This is an optimization exercise on Yosys and OpenROAD, whose aim is small area, a short achievable clock period and few clock cycles per item, not a production implementation. Only simulation tests tie the RTL to the original design; equivalence was not proved. Power figures rest on the tool's default switching activity, not on a simulated workload.

red:
Design cdivr, start of the top module:
module cdivr (
    input  wire         clk,
    input  wire         rst,
    input  wire         in_valid,
    output wire         in_ready,
    input  wire [127:0] a,
    input  wire [63:0]  n,
    output reg          out_valid,
    output wire [127:0] y
);
export LEC_CHECK = 0
export CAP_MARGIN = 20
export CORE_MARGIN = 2
export CORE_UTILIZATION = 55
export CTS_CLUSTER_DIAMETER = 120
export CTS_CLUSTER_SIZE = 20
export SLEW_MARGIN = 20
create_clock -name core_clock -period 14.0 [get_ports {clk}]
run.sh (not shown) runs the stock make flow with config.mk's settings and CLKGATE_MAP_FILE= SYNTH_SCRIPT=/design/flow/synth_recipe.tcl, a recipe that flattens the netlist after the stock synthesis.
Testbench counts of red, summed over its fixed seeds: cycles 27,996, items 1,600.
#### Input delta (blue over red)
diff --git a/flow/design.v b/flow/design.v
--- a/flow/design.v
+++ b/flow/design.v
@@ -115,22 +115,18 @@
     reg        s   [0:1];
     reg [12:0] e   [0:1];    
     reg [55:0] Q   [0:1];    
     reg [55:0] QM  [0:1];    
     reg [56:0] ws  [0:1];    
     reg [56:0] wc  [0:1];
     reg        stk [0:1];    
     reg        frc [0:1];    
     reg        nan [0:1];    
-    reg        xe0 [0:1];    
-    reg        xe1 [0:1];    
-    reg        xeb [0:1];    
-    reg        xf0 [0:1];    
     reg [1:0]  qp, qn;       
     reg [1:0]  qpt_n, qnt_n; 
     wire [1:0] qp_n, qn_n;
     assign in_ready = st_idle;
     assign y = {s[1], e[1][10:0], Q[1][52:1], s[0], e[0][10:0], Q[0][52:1]};
     wire [5:0]  lzc;
     u64_lzc u_lzc (.n(d), .lz(lzc), .pow2());
     reg         pow2, dz;
     reg  [5:0]  pos;
@@ -199,19 +195,20 @@
         wire [4:0] p = x ^ y;
         wire c4  = g[3] | (p[3] & g[2]) | (p[3] & p[2] & g[1]) | (p[3] & p[2] & p[1] & g[0]);
         wire s0  = (p == {(x[3:0] | y[3:0]), 1'b0});
         wire sm1 = &p;
         wire pos = ~(p[4] ^ c4) & ~s0;
         assign q1i[c] = {pos, ~pos & ~(s0 | sm1)};
     end endgenerate
     wire [1:0] p2ok;
     generate for (c = 0; c < 2; c = c + 1) begin : g_p2
-        assign p2ok[c] = ~xe1[c] & (xeb[c] | (e[c][5:0] > pos));
+        assign p2ok[c] = (e[c][10:0] != 11'h7ff) &
+                         ((|e[c][10:6]) | (e[c][5:0] > pos));
     end endgenerate
     always @(posedge clk) begin
         if (rst) begin
             st_idle   <= 1'b1;
             st_n1     <= 1'b0;
             st_n2     <= 1'b0;
             st_n3     <= 1'b0;
             st_div    <= 1'b0;
             st_f1     <= 1'b0;
@@ -276,36 +273,37 @@
         for (k = 0; k < 2; k = k + 1) begin
             qp[k]    <= st_n3 ? q1i[k][1] : qp_n[k];
             qn[k]    <= st_n3 ? q1i[k][0] : qn_n[k];
             qpt_n[k] <= ~(st_n3 ? q1i[k][1] : qp_n[k]);
             qnt_n[k] <= ~(st_n3 ? q1i[k][0] : qn_n[k]);
             ws[k] <= st_n3 ? {3'b000, Q[k][53:1], ~d_inc} : ws_n[k];
             wc[k] <= st_n3 ? {3'b111, ~d[63:11], ~d_inc} : wc_n[k];
             QM[k] <= st_n3 ? 56'd0 : QM_n[k];
             if (st_idle) begin
-                xe0[k] <= (a[64*k + 62 -: 11] == 11'd0);
-                xe1[k] <= (a[64*k + 62 -: 11] == 11'h7ff);
-                xeb[k] <= |a[64*k + 62 -: 5];
-                xf0[k] <= (a[64*k + 51 -: 52] == 52'd0);
                 s[k] <= a[64*k + 63];
                 e[k] <= {2'b00, a[64*k + 62 -: 11]};
                 Q[k] <= {3'b000, a[64*k + 51 -: 52], 1'b0};
             end
             if (st_n1) begin : norm
-                nan[k] <= (xe1[k] & ~xf0[k]) | (dz & xe0[k] & xf0[k]);
-                frc[k] <= xe1[k] | dz;
+                reg xe0, xe1, xf0, xzero;
+                xe0   = (e[k][10:0] == 11'd0);
+                xe1   = (e[k][10:0] == 11'h7ff);
+                xf0   = (Q[k][52:1] == 52'd0);
+                xzero = xe0 & xf0;
+                nan[k] <= (xe1 & ~xf0) | (dz & xzero);
+                frc[k] <= xe1 | dz;
                 stk[k] <= 1'b0;
-                Q[k][53] <= ~xe0[k];    
-                if (pow2) e[k] <= {2'b00, e[k][10:1], e[k][0] | xe0[k]} - {7'd0, pos};
+                Q[k][53] <= ~xe0;    
+                if (pow2) e[k] <= {2'b00, e[k][10:1], e[k][0] | xe0} - {7'd0, pos};
             end
             if (st_n3) Q[k] <= 56'd1;
             if (st_n2)
-                e[k] <= {2'b00, e[k][10:1], e[k][0] | xe0[k]} + {7'h7f, lz};
+                e[k] <= {2'b00, e[k][10:1], e[k][0] | (e[k][10:0] == 11'd0)} + {7'h7f, lz};
             if (st_div) begin
                 Q[k] <= Q_n[k];
             end
             if (st_f1) begin
                 if (rneg[k]) Q[k] <= QM[k];
                 stk[k] <= ~rz0[k];
             end
             if (st_fin) begin
                 if (fin_shift) begin
[summary]
y[13] as the worst setup path endpoint was reported by blue, and g_c[0].u_s.a[38]$_DFF_P_ by red.
On count of mapped cells out of synthesis, blue and red are neck and neck.
blue: total half-perimeter wirelength after legalization and detailed placement 1.9% above red
As far as post-cts repair resize count goes, blue and red are indistinguishable; the numbers are identical.
In terms of power share of the clock group, red and blue differ only marginally.
For power in combinational cells, blue and red come out practically identical.
As of blue, violation count after the first detailed-routing iteration had risen slightly compared to red.
The clock transition time at the flip-flop clock pins of the worst setup and hold paths was comparable across blue and red.
Testbench counts of blue, summed over its fixed seeds: cycles 27,996, items 1,600.

* * *

The RTL this note starts from:
==> flow/design.v <==
module u64_lzc (
    input  wire [63:0] n,
    output wire [5:0]  lz,
    output wire        pow2
);
    reg        v [0:6][0:63];
    reg [5:0]  z [0:6][0:63];
    reg        a1 [0:6][0:63];
    reg        m1 [0:6][0:63];
    integer l, i;
    always @* begin
        for (i = 0; i < 64; i = i + 1) begin
            v[0][i]  = n[i];
            z[0][i]  = 6'd0;
            a1[0][i] = n[i];
            m1[0][i] = 1'b0;
        end
        for (l = 1; l <= 6; l = l + 1)
            for (i = 0; i < (64 >> l); i = i + 1) begin
                v[l][i]  = v[l-1][2*i+1] | v[l-1][2*i];
                z[l][i]  = v[l-1][2*i+1] ? z[l-1][2*i+1]
                                         : (z[l-1][2*i] | (6'd1 << (l - 1)));
                a1[l][i] = a1[l-1][2*i+1] | a1[l-1][2*i];
                m1[l][i] = m1[l-1][2*i+1] | m1[l-1][2*i] | (a1[l-1][2*i+1] & a1[l-1][2*i]);
            end
    end
    assign lz   = v[6][0] ? z[6][0] : 6'd63;
    assign pow2 = a1[6][0] & ~m1[6][0];
endmodule
module srt_step2 (
    input  wire [56:0] ws,
    input  wire [56:0] wc,
    input  wire [56:0] D,
    input  wire [5:0]  Dp,
    input  wire [5:0]  Dn,
    input  wire        inc,
    input  wire        p1,
    input  wire        n1,
    input  wire        p1t,
    input  wire        n1t,
    output wire        p2,
    output wire        n2,
    output wire        p3,
    output wire        n3,
    output wire [56:0] ws_n,
    output wire [56:0] wc_n
);
    function automatic [1:0] est(input [4:0] x, input [4:0] y);
        reg [4:0] g, p;
        reg c4, s0, sm1;
        begin
            g   = x & y;
            p   = x ^ y;
            c4  = g[3] | (p[3] & g[2]) | (p[3] & p[2] & g[1]) | (p[3] & p[2] & p[1] & g[0]);
            s0  = (p == {(x[3:0] | y[3:0]), 1'b0});    
            sm1 = &p;                                  
            est = {~(p[4] ^ c4) & ~s0, s0 | sm1};
        end
    endfunction
    function automatic [1:0] nxt(input [5:0] x, input [5:0] y, input [5:0] m);
        nxt = est(x[5:1] ^ y[5:1] ^ m[5:1],
                  (x[4:0] & y[4:0]) | (x[4:0] & m[4:0]) | (y[4:0] & m[4:0]));
    endfunction
    wire [56:0] a = {ws[55:0], 1'b0};
    wire [56:0] b = {wc[55:0], 1'b0};
    wire [1:0] ep = nxt(a[55:50], b[55:50], Dp);
    wire [1:0] e0 = nxt(a[55:50], b[55:50], 6'd0);
    wire [1:0] en = nxt(a[55:50], b[55:50], Dn);
    wire [1:0] e2  = p1  ? ep : (n1  ? en : e0);
    wire [1:0] e2t = p1t ? ep : (n1t ? en : e0);
    assign p2 = e2[1];
    assign n2 = ~e2[1] & ~e2[0];
    wire   p2t = e2t[1];
    wire   n2t = ~e2t[1] & ~e2t[0];
    wire [56:0] m1   = p1 ? ~D : (n1 ? D : 57'd0);
    wire [27:0] m1t  = p1t ? ~D[56:29] : (n1t ? D[56:29] : 28'd0);
    wire [56:0] m1x  = {m1t, m1[28:0]};
    wire        inj1 = p1 ? ~inc : (n1 & inc);
    wire [56:0] ws1  = a ^ b ^ m1x;
    wire [56:0] c1   = (a & b) | (a & m1x) | (b & m1x);
    wire [56:0] wc1  = {c1[55:0], inj1};
    wire [56:0] a2   = {ws1[55:0], 1'b0};
    wire [56:0] b2   = {wc1[55:0], 1'b0};
    wire [56:0] m2   = p2 ? ~D : (n2 ? D : 57'd0);
    wire [27:0] m2t  = p2t ? ~D[56:29] : (n2t ? D[56:29] : 28'd0);
    wire [56:0] m2x  = {m2t, m2[28:0]};
    wire        inj2 = p2 ? ~inc : (n2 & inc);
    assign ws_n = a2 ^ b2 ^ m2x;
    wire [56:0] c2   = (a2 & b2) | (a2 & m2x) | (b2 & m2x);
    assign wc_n = {c2[55:0], inj2};
    wire [1:0] fp = nxt(a2[55:50], b2[55:50], Dp);
    wire [1:0] f0 = nxt(a2[55:50], b2[55:50], 6'd0);
    wire [1:0] fn = nxt(a2[55:50], b2[55:50], Dn);
    wire [1:0] e3 = p2t ? fp : (n2t ? fn : f0);
    assign p3 = e3[1];
    assign n3 = ~e3[1] & ~e3[0];
endmodule
module cdivr (
    input  wire         clk,
    input  wire         rst,
    input  wire         in_valid,
    output wire         in_ready,
    input  wire [127:0] a,
    input  wire [63:0]  n,
    output reg          out_valid,
    output wire [127:0] y
);
    reg        st_idle, st_n1, st_n2, st_div, st_f1, st_fin;
    reg [4:0]  cnt;
    reg [63:0] d;
    reg [5:0]  lz;
    reg        d_inc;
    reg [5:0]  dtp [0:1];    
    reg [5:0]  dtn [0:1];    
    reg        s   [0:1];
    reg [12:0] e   [0:1];    
    reg [55:0] Q   [0:1];    
    reg [55:0] QM  [0:1];    
    reg [56:0] ws  [0:1];    
    reg [56:0] wc  [0:1];
    reg        stk [0:1];    
    reg        frc [0:1];    
    reg        nan [0:1];    
    reg [1:0]  qp, qn;       
    reg [1:0]  qpt_n, qnt_n; 
    wire [1:0] qp_n, qn_n;
    assign in_ready = st_idle;
    assign y = {s[1], e[1][10:0], Q[1][52:1], s[0], e[0][10:0], Q[0][52:1]};
    wire [5:0]  lzc;
    u64_lzc u_lzc (.n(d), .lz(lzc), .pow2());
    reg         pow2, dz;
    reg  [5:0]  pos;
    wire        pow2_in;
    reg  [5:0]  pos_in;
    u64_lzc u_p2 (.n(n), .lz(), .pow2(pow2_in));
    integer j;
    always @* begin
        pos_in = 6'd0;
        for (j = 0; j < 64; j = j + 1)
            if (n[j]) pos_in = pos_in | j[5:0];
    end
    wire [63:0] dn    = d << lz;
    wire        dninc = dn[10] & ((|dn[9:0]) | dn[11]);
    wire [56:0] D     = {3'b000, d[63:11], d_inc};
    wire [1:0]  cond;
    wire [55:0] Q_n   [0:1];
    wire [55:0] QM_n  [0:1];
    wire [56:0] ws_n  [0:1];
    wire [56:0] wc_n  [0:1];
    wire [1:0]  rneg, rz0;
    wire [62:0] rnd   [0:1];
    genvar c;
    generate for (c = 0; c < 2; c = c + 1) begin : g_c
        wire        p1 = qp[c], n1 = qn[c];
        wire        p2, n2;
        srt_step2 u_s (.ws(ws[c]), .wc(wc[c]), .D(D), .Dp(dtp[c]), .Dn(dtn[c]),
                       .inc(d_inc), .p1(p1), .n1(n1), .p1t(~qpt_n[c]), .n1t(~qnt_n[c]),
                       .p2(p2), .n2(n2), .p3(qp_n[c]), .n3(qn_n[c]),
                       .ws_n(ws_n[c]), .wc_n(wc_n[c]));
        wire signed [2:0] v = $signed({p1 | n1 ? {n1, 1'b1} : 2'b00, 1'b0})
                            + $signed({n2, p2 | n2});
        wire v_ge0 = p1 | (~n1 & ~n2);
        wire v_ge1 = p1 | (~n1 & p2);
        wire [1:0] vm1 = v[1:0] - 2'd1;
        assign Q_n[c]  = {v_ge0 ? Q[c][53:0] : QM[c][53:0], v[1:0]};
        assign QM_n[c] = {v_ge1 ? Q[c][53:0] : QM[c][53:0], vm1};
        wire [56:0] x = ws[c] ^ wc[c];
        wire [56:0] o = ws[c] | wc[c];
        assign rz0[c] = (x == {o[55:0], 1'b0});
        reg [55:0] g, p;
        integer l, i;
        always @* begin
            g = ws[c][55:0] & wc[c][55:0];
            p = o[55:0];
            for (l = 1; l < 64; l = l * 2)
                for (i = 55; i >= l; i = i - 1) begin
                    g[i] = g[i] | (p[i] & g[i - l]);
                    p[i] = p[i] & p[i - l];
                end
        end
        assign rneg[c] = x[56] ^ g[55];
        assign cond[c] = ~frc[c] & ((Q[c][55] | Q[c][54]) |
                                    e[c][12] | (e[c][11:0] == 12'd0));
        wire [10:0] efield = frc[c] ? 11'h7ff : (Q[c][53] ? e[c][10:0] : 11'd0);
        wire [51:0] frac   = frc[c] ? {nan[c], 51'd0} : Q[c][52:1];
        wire        rinc   = ~frc[c] & Q[c][0] & (stk[c] | Q[c][1]);
        assign rnd[c] = {efield, frac} + {62'd0, rinc};
    end endgenerate
    wire fin_shift = cond[0] | cond[1];
    wire [1:0] q1i [0:1];
    generate for (c = 0; c < 2; c = c + 1) begin : g_q1
        wire [4:0] x = {2'b00, Q[c][53:51]};
        wire [4:0] y = {2'b11, ~dn[63:61]};
        wire [4:0] g = x & y;
        wire [4:0] p = x ^ y;
        wire c4  = g[3] | (p[3] & g[2]) | (p[3] & p[2] & g[1]) | (p[3] & p[2] & p[1] & g[0]);
        wire s0  = (p == {(x[3:0] | y[3:0]), 1'b0});
        wire sm1 = &p;
        wire pos = ~(p[4] ^ c4) & ~s0;
        assign q1i[c] = {pos, ~pos & ~(s0 | sm1)};
    end endgenerate
    wire [1:0] p2ok;
    generate for (c = 0; c < 2; c = c + 1) begin : g_p2
        assign p2ok[c] = (e[c][10:0] != 11'h7ff) &
                         ((|e[c][10:6]) | (e[c][5:0] > pos));
    end endgenerate
    always @(posedge clk) begin
        if (rst) begin
            st_idle   <= 1'b1;
            st_n1     <= 1'b0;
            st_n2     <= 1'b0;
            st_div    <= 1'b0;
            st_f1     <= 1'b0;
            st_fin    <= 1'b0;
            out_valid <= 1'b0;
        end else begin
            out_valid <= 1'b0;
            if (st_idle && in_valid) begin
                st_idle <= 1'b0;
                st_n1   <= 1'b1;
            end
            if (st_n1) begin
                st_n1 <= 1'b0;
                if (pow2 && p2ok[0] && p2ok[1]) begin
                    st_idle   <= 1'b1;
                    out_valid <= 1'b1;
                end else if (pow2 || dz) st_fin <= 1'b1;
                else                     st_n2  <= 1'b1;
            end
            if (st_n2) begin
                st_n2  <= 1'b0;
                st_div <= 1'b1;
            end
            if (st_div && cnt == 5'd26) begin
                st_div <= 1'b0;
                st_f1  <= 1'b1;
            end
            if (st_f1) begin
                st_f1  <= 1'b0;
                st_fin <= 1'b1;
            end
            if (st_fin && !fin_shift) begin
                st_fin    <= 1'b0;
                st_idle   <= 1'b1;
                out_valid <= 1'b1;
            end
        end
    end
    integer k;
    always @(posedge clk) begin
        if (st_n2) cnt <= 5'd0;
        else       cnt <= cnt + 5'd1;
        if (st_idle) begin
            d    <= n;
            pow2 <= pow2_in;
            dz   <= ~|n;
            pos  <= pos_in;
        end
        if (st_n1) begin
            lz   <= lzc;
        end
        if (st_n2) begin
            d     <= dn;
            d_inc <= dninc;
            for (k = 0; k < 2; k = k + 1) begin
                dtp[k] <= ~{3'b001, dn[62:60]};
                dtn[k] <=  {3'b001, dn[62:60]};
            end
        end
        for (k = 0; k < 2; k = k + 1) begin
            qp[k]    <= st_n2 ? q1i[k][1] : qp_n[k];
            qn[k]    <= st_n2 ? q1i[k][0] : qn_n[k];
            qpt_n[k] <= ~(st_n2 ? q1i[k][1] : qp_n[k]);
            qnt_n[k] <= ~(st_n2 ? q1i[k][0] : qn_n[k]);
            ws[k] <= st_n2 ? {3'b000, Q[k][53:1], ~dninc} : ws_n[k];
            wc[k] <= st_n2 ? {3'b111, ~dn[63:11], ~dninc} : wc_n[k];
            QM[k] <= st_n2 ? 56'd0 : QM_n[k];
            if (st_idle) begin
                s[k] <= a[64*k + 63];
                e[k] <= {2'b00, a[64*k + 62 -: 11]};
                Q[k] <= {3'b000, a[64*k + 51 -: 52], 1'b0};
            end
            if (st_n1) begin : norm
                reg xe0, xe1, xf0, xzero;
                xe0   = (e[k][10:0] == 11'd0);
                xe1   = (e[k][10:0] == 11'h7ff);
                xf0   = (Q[k][52:1] == 52'd0);
                xzero = xe0 & xf0;
                nan[k] <= (xe1 & ~xf0) | (dz & xzero);
                frc[k] <= xe1 | dz;
                stk[k] <= 1'b0;
                Q[k][53] <= ~xe0;    
                if (pow2) e[k] <= {2'b00, e[k][10:1], e[k][0] | xe0} - {7'd0, pos};
            end
            if (st_n2) Q[k] <= 56'd1;
            if (st_n2)
                e[k] <= {2'b00, e[k][10:1], e[k][0] | (e[k][10:0] == 11'd0)} + {7'h7f, lz};
            if (st_div) begin
                Q[k] <= Q_n[k];
            end
            if (st_f1) begin
                if (rneg[k]) Q[k] <= QM[k];
                stk[k] <= ~rz0[k];
            end
            if (st_fin) begin
                if (fin_shift) begin
                    if (cond[k]) begin
                        Q[k]   <= {1'b0, Q[k][55:1]};
                        e[k]   <= e[k] + 13'd1;
                        stk[k] <= stk[k] | Q[k][0];
                    end
                end else begin
                    e[k][10:0] <= rnd[k][62:52];
                    Q[k][52:1] <= rnd[k][51:0];
                end
            end
        end
    end
endmodule
clock: 14.0 ns
lec_check: 0
cap_margin: 20
core_margin: 2
core_utilization: 40
slew_margin: 20
The baseline ran to the end with no violations.
Testbench counts at the start, summed over its fixed seeds: cycles 27,213, items 1,600.
Change:
--- a/flow/design.v
+++ b/flow/design.v
@@ -39,4 +39,6 @@
     input  wire        p1t,
     input  wire        n1t,
+    input  wire        p1c,
+    input  wire        n1c,
     output wire        p2,
     output wire        n2,
@@ -73,7 +75,11 @@
     wire   p2t = e2t[1];
     wire   n2t = ~e2t[1] & ~e2t[0];
+    wire [1:0] e2c = p1c ? ep : (n1c ? en : e0);
+    wire   p2c = e2c[1];
+    wire   n2c = ~e2c[1] & ~e2c[0];
     wire [56:0] m1   = p1 ? ~D : (n1 ? D : 57'd0);
-    wire [27:0] m1t  = p1t ? ~D[56:29] : (n1t ? D[56:29] : 28'd0);
-    wire [56:0] m1x  = {m1t, m1[28:0]};
+    wire [18:0] m1t  = p1t ? ~D[56:38] : (n1t ? D[56:38] : 19'd0);
+    wire [18:0] m1c  = p1c ? ~D[37:19] : (n1c ? D[37:19] : 19'd0);
+    wire [56:0] m1x  = {m1t, m1c, m1[18:0]};
     wire        inj1 = p1 ? ~inc : (n1 & inc);
     wire [56:0] ws1  = a ^ b ^ m1x;
@@ -83,6 +89,7 @@
     wire [56:0] b2   = {wc1[55:0], 1'b0};
     wire [56:0] m2   = p2 ? ~D : (n2 ? D : 57'd0);
-    wire [27:0] m2t  = p2t ? ~D[56:29] : (n2t ? D[56:29] : 28'd0);
-    wire [56:0] m2x  = {m2t, m2[28:0]};
+    wire [18:0] m2t  = p2t ? ~D[56:38] : (n2t ? D[56:38] : 19'd0);
+    wire [18:0] m2c  = p2c ? ~D[37:19] : (n2c ? D[37:19] : 19'd0);
+    wire [56:0] m2x  = {m2t, m2c, m2[18:0]};
     wire        inj2 = p2 ? ~inc : (n2 & inc);
     assign ws_n = a2 ^ b2 ^ m2x;
@@ -106,5 +113,5 @@
     output wire [127:0] y
 );
-    reg        st_idle, st_n1, st_n2, st_div, st_f1, st_fin;
+    reg        st_idle, st_n1, st_n2, st_n3, st_div, st_f1, st_fin;
     reg [4:0]  cnt;
     reg [63:0] d;
@@ -124,4 +131,5 @@
     reg [1:0]  qp, qn;       
     reg [1:0]  qpt_n, qnt_n; 
+    reg [1:0]  qpc, qnc;     
     wire [1:0] qp_n, qn_n;
     assign in_ready = st_idle;
@@ -155,5 +163,5 @@
         wire        p2, n2;
         srt_step2 u_s (.ws(ws[c]), .wc(wc[c]), .D(D), .Dp(dtp[c]), .Dn(dtn[c]),
-                       .inc(d_inc), .p1(p1), .n1(n1), .p1t(~qpt_n[c]), .n1t(~qnt_n[c]),
+                       .inc(d_inc), .p1(p1), .n1(n1), .p1t(~qpt_n[c]), .n1t(~qnt_n[c]), .p1c(qpc[c]), .n1c(qnc[c]),
                        .p2(p2), .n2(n2), .p3(qp_n[c]), .n3(qn_n[c]),
                        .ws_n(ws_n[c]), .wc_n(wc_n[c]));
@@ -191,5 +199,5 @@
     generate for (c = 0; c < 2; c = c + 1) begin : g_q1
         wire [4:0] x = {2'b00, Q[c][53:51]};
-        wire [4:0] y = {2'b11, ~dn[63:61]};
+        wire [4:0] y = {2'b11, ~d[63:61]};
         wire [4:0] g = x & y;
         wire [4:0] p = x ^ y;
@@ -210,4 +218,5 @@
             st_n1     <= 1'b0;
             st_n2     <= 1'b0;
+            st_n3     <= 1'b0;
             st_div    <= 1'b0;
             st_f1     <= 1'b0;
@@ -230,4 +239,8 @@
             if (st_n2) begin
                 st_n2  <= 1'b0;
+                st_n3  <= 1'b1;
+            end
+            if (st_n3) begin
+                st_n3  <= 1'b0;
                 st_div <= 1'b1;
             end
@@ -249,5 +262,5 @@
     integer k;
     always @(posedge clk) begin
-        if (st_n2) cnt <= 5'd0;
+        if (st_n3) cnt <= 5'd0;
         else       cnt <= cnt + 5'd1;
         if (st_idle) begin
@@ -269,11 +282,15 @@
         end
         for (k = 0; k < 2; k = k + 1) begin
-            qp[k]    <= st_n2 ? q1i[k][1] : qp_n[k];
-            qn[k]    <= st_n2 ? q1i[k][0] : qn_n[k];
-            qpt_n[k] <= ~(st_n2 ? q1i[k][1] : qp_n[k]);
-            qnt_n[k] <= ~(st_n2 ? q1i[k][0] : qn_n[k]);
-            ws[k] <= st_n2 ? {3'b000, Q[k][53:1], ~dninc} : ws_n[k];
-            wc[k] <= st_n2 ? {3'b111, ~dn[63:11], ~dninc} : wc_n[k];
-            QM[k] <= st_n2 ? 56'd0 : QM_n[k];
+            qp[k]    <= st_n3 ? q1i[k][1] : qp_n[k];
+            qn[k]    <= st_n3 ? q1i[k][0] : qn_n[k];
+            qpt_n[k] <= ~(st_n3 ? q1i[k][1] : qp_n[k]);
+            qnt_n[k] <= ~(st_n3 ? q1i[k][0] : qn_n[k]);
+            if (st_n3 | st_div) begin
+                qpc[k] <= st_n3 ? q1i[k][1] : qp_n[k];
+                qnc[k] <= st_n3 ? q1i[k][0] : qn_n[k];
+            end
+            ws[k] <= st_n3 ? {3'b000, Q[k][53:1], ~d_inc} : ws_n[k];
+            wc[k] <= st_n3 ? {3'b111, ~d[63:11], ~d_inc} : wc_n[k];
+            QM[k] <= st_n3 ? 56'd0 : QM_n[k];
             if (st_idle) begin
                 s[k] <= a[64*k + 63];
@@ -293,5 +310,5 @@
                 if (pow2) e[k] <= {2'b00, e[k][10:1], e[k][0] | xe0} - {7'd0, pos};
             end
-            if (st_n2) Q[k] <= 56'd1;
+            if (st_n3) Q[k] <= 56'd1;
             if (st_n2)
                 e[k] <= {2'b00, e[k][10:1], e[k][0] | (e[k][10:0] == 11'd0)} + {7'h7f, lz};
What happened: Worst hold slack degrades by 10 ps. Final area climbs by about 0.32%. Sequential power climbs by about 4%. Non-clock buffer count goes down by 62. Die area rose by about 0.8%. Sequential cell count is higher by 5. Routed wire length falls by 3.4%. Worst setup slack degrades by 840 ps. Total power rises by about 2.4%.
Testbench counts after the change, summed over its fixed seeds: cycles 27,996, items 1,600.

==> port drivers added, routing unchanged <==
How much do the figures lean on ideal ports? The routed layouts below were timed once more, with nothing changed but the port constraints.
Step 1, drivers: a clkbuf_16 drives clk and a buf_2 each remaining input, both assumed.
Step 2 adds t to the input delays and takes it off the output delays; t is the mean of the earliest and latest rising clock arrival at the registers after step 1. Input paths then give back, and output paths get back, about the clock's delay inside the block.
Slacks: ideal / step 1 / step 2; pairs: ideal / step 1.
| run | t (ns) | slack for setup (ns) | worst hold slack (ns) |
|---|---|---|---|
| red | 0.693 | 8.552 / 8.552 / 8.517 | 0.454 / 0.454 / 0.454 |
| blue | 0.695 | 8.986 / 8.916 / 8.603 | 0.444 / 0.444 / 0.444 |
| the first run of note 2 | 0.730 | 8.769 / 8.769 / 8.145 | 0.467 / 0.467 / 0.467 |
| the second run of note 2 | 0.736 | 7.934 / 7.934 / 7.934 | 0.457 / 0.457 / 0.457 |
After both steps setup and hold are still met in every run listed. The setup slack of the first run of note 2, which loses most, moves by 0.000 ns with the drivers and by -0.624 ns with both steps.
